What follows belongs to an exercise in optimizing a design on an open flow for small area, a short achievable clock period and few clock cycles; a production flow would make more cautious choices.
Function was checked by simulation only, so behaviour that the tests miss may differ from the original.
Power is estimated from default activity; no workload was simulated.

## dps_top
module dps_top (
    input  wire       clk,
    input  wire       rst,
    input  wire       in_valid,
    input  wire [7:0] in_data,
    output wire       in_ready,
    input  wire       bus_ok,
    output wire       rsp_valid,
    output wire [7:0] rsp_data,
    input  wire       rsp_ready,
    output wire       spi_cs_n,
    output wire       spi_dc,
    output wire       spi_sclk,
    output wire       spi_mosi,
    output reg        lcd_rst_n,
    output reg  [9:0] bl_duty,
    output reg        bl_pwm,
    output reg        diag,
    output reg  [4:0] faults,
    output reg        idle
);
    localparam ST_OP = 2'd0, ST_ARG = 2'd1, ST_PROG = 2'd2, ST_STRM = 2'd3;
    localparam O_INIT = 3'd0, O_ORI = 3'd1, O_WIN = 3'd2, O_STR = 3'd3,
               O_BRI = 3'd4, O_D16 = 3'd5;
    localparam K_NOP = 4'd0, K_ROT = 4'd1, K_RSTA = 4'd2, K_RSTD = 4'd3,
               K_END = 4'd4, K_ENDW = 4'd5, K_ENDI = 4'd6,
  ...
Settings: LEC_CHECK=0, ABC_CLOCK_PERIOD_IN_PS=2500, CAP_MARGIN=20, CORE_MARGIN=2, CORE_UTILIZATION=60, GPL_TIMING_DRIVEN=1, PLACE_DENSITY=0.7, SLEW_MARGIN=20; clock period 11.0 ns.
standard.sh (not shown) runs the stock make flow with config.mk's settings and CLKGATE_MAP_FILE= SYNTH_SCRIPT=/design/flow/synth_recipe.tcl, a recipe that flattens the netlist after the stock synthesis.
==> flow/flow/run.sh <==
#!/bin/bash
# Standard layout; timing repair aims for setup slack of at least MARGIN ns
# at the design's clock period, so that it works on the design's real
# critical paths; ports are buffered with buf_2. Each step's full output
# goes to its own log file here.
set -euo pipefail
MARGIN=7.8
bash standard.sh synth > synth.log 2>&1
bash standard.sh SETUP_SLACK_MARGIN=$MARGIN \
    "BUFFER_PORTS_ARGS=-buffer_cell sky130_fd_sc_hd__buf_2" finish > layout.log 2>&1
The baseline produced a clean layout.
Testbench counts at the start, summed over its fixed seeds: cycles 1,014,566.
Rerun with:
--- a/flow/design.v
+++ b/flow/design.v
@@ -483,22 +483,20 @@
                     end
                 end else if (k_free) begin
                     adv = 1'b1;
                     if (rk[0]) rop = R_ROT;
                 end else if (k_rst) begin
                     if (spi_idle) begin lcd_n = rk[0]; adv = 1'b1; end
                 end else if (rk == K_ENDW) begin
                     if (spi_act & i15) st_n = ST_OP;
                 end else if (rk == K_ENDI) begin
-                    if (spi_idle) begin
-                        ready_n = 1'b1; bset = 1'b1; cons = 1'b1; rstart = 1'b1;
-                        st_n = ST_OP;
-                    end
+                    ready_n = 1'b1; bset = 1'b1; cons = 1'b1; rstart = 1'b1;
+                    st_n = ST_OP;
                 end else begin
                     st_n = ST_OP;
                 end
                 if (adv) begin S_n = S + 9'd1; rk_n = knext; end
                 if (phA) begin
                     rop = R_PHA;
                     c1_n = xo_o; c2_n = yo_o; c3_n = xw_o; c4_n = yh_o;
                     c5_n = c5o; c6_n = c6o;
                     if (i15) begin
@@ -546,23 +544,21 @@
             if (in_op) begin                    
                 rj <= 2'd0; {rac, r6, r0} <= rspd(2'd0, orient);
             end else begin                      
                 rj <= 2'd3; {rac, r6, r0} <= {2'b00, in_prog};
             end
         end else if (rtake) begin
             rj <= rj + 2'd1; {rac, r6, r0} <= rspd(rj + 2'd1, orient);
         end
     end
-    wire [9:0] duty_n = bapp ? R[25:16] : bl_duty;
     wire ibv_n = take | (ibv & ~cons);
     wire fast_n = (in_op & ~rspv & ~(ibv & ib_slow)) |
                   (in_arg & ~((S[2:0] == 3'd7) & (ibv | (opq == O_INIT)))) |
-                  (in_arg & (S[2:0] == 3'd7) & ibv & (opq == O_STR) & ~spi_act) |
                   (in_prog & (((rk == K_ENDW) & spi_act & i15) | (rk == K_END))) |
                   (in_strm & go & s_last);
     always @(posedge clk) begin
         if (take) ib <= in_data;
         bok <= bus_ok;
         if (rst) begin
             ibv <= 1'b0; in_rdy <= 1'b0; st <= ST_OP;
             ready <= 1'b0; orient <= 1'b0; primed <= 1'b0;
             lcd_rst_n <= 1'b1; faults <= 5'd0; diag <= 1'b0;
@@ -570,20 +566,24 @@
             bl_duty <= 10'd0; bl_pwm <= 1'b0; cn <= 10'd1;
         end else begin
             ibv <= ibv_n;
             in_rdy <= ~ibv_n | fast_n;
             st <= st_n;
             ready <= ready_n; orient <= orient_n; primed <= primed_n;
             lcd_rst_n <= lcd_n; faults <= faults_n; diag <= diag_n;
             bapp <= bapp_n;
             idle <= in_op & ~ibv & spi_idle & ~bapp & ~rspv & ~take;
-            if (bapp) bl_duty <= R[25:16];
-            bl_pwm <= cn < duty_n;
+            if (bapp) begin
+                bl_duty <= R[25:16];
+                bl_pwm  <= cn < R[25:16];
+            end else begin
+                bl_pwm  <= cn < bl_duty;
+            end
             cn <= cn + 10'd1;
         end
         opq <= opq_n; raw <= raw_n; S <= S_n; rk <= rk_n;
         ord <= ord_n; eq <= eq_n; hf <= hf_n;
         c1 <= c1_n; c2 <= c2_n; c3 <= c3_n; c4 <= c4_n; c5 <= c5_n; c6 <= c6_n;
     end
     wire opB  = (rop == R_SHIN) | (rop == R_ROT);       
     wire opA  = (rop == R_PHA);
     wire opBB = (rop == R_PHB);
Worst setup slack improves by 0.011 ns.
Final area is lower by 0.67%.
Non-clock buffer count is lower by 12.
Power is lower by 46%.
Via count is lower by 1.5%.
Wire length is lower by 6.0%.
Testbench counts after the change, summed over its fixed seeds: cycles 1,014,473.

## what the ideal ports hide
No port has a modelled driver above. Below, the same layouts with a new extraction and two added sets of constraints.
Step 1 assumes that a clkbuf_16 drives the clock port and a buf_2 every other input.
Step 2, shift: input delay + t, output delay - t, t = (earliest + latest rising clock arrival at the registers) / 2. This alone moves slack from input paths to output paths.
Slacks: no drivers / after step 1 / after step 2; pairs: no drivers / after step 1.
run | t (ns) | setup slack, ns | pins driven straight from the clock port
the first run | 0.488 | 7.824 / 7.774 / 7.563 | 1
the second run | 0.479 | 7.834 / 7.788 / 7.569 | 1
After both steps setup and hold are still met in every run listed. For the second run, which loses most, drivers alone change the setup slack by -0.046 ns; drivers and shift together by -0.265 ns.
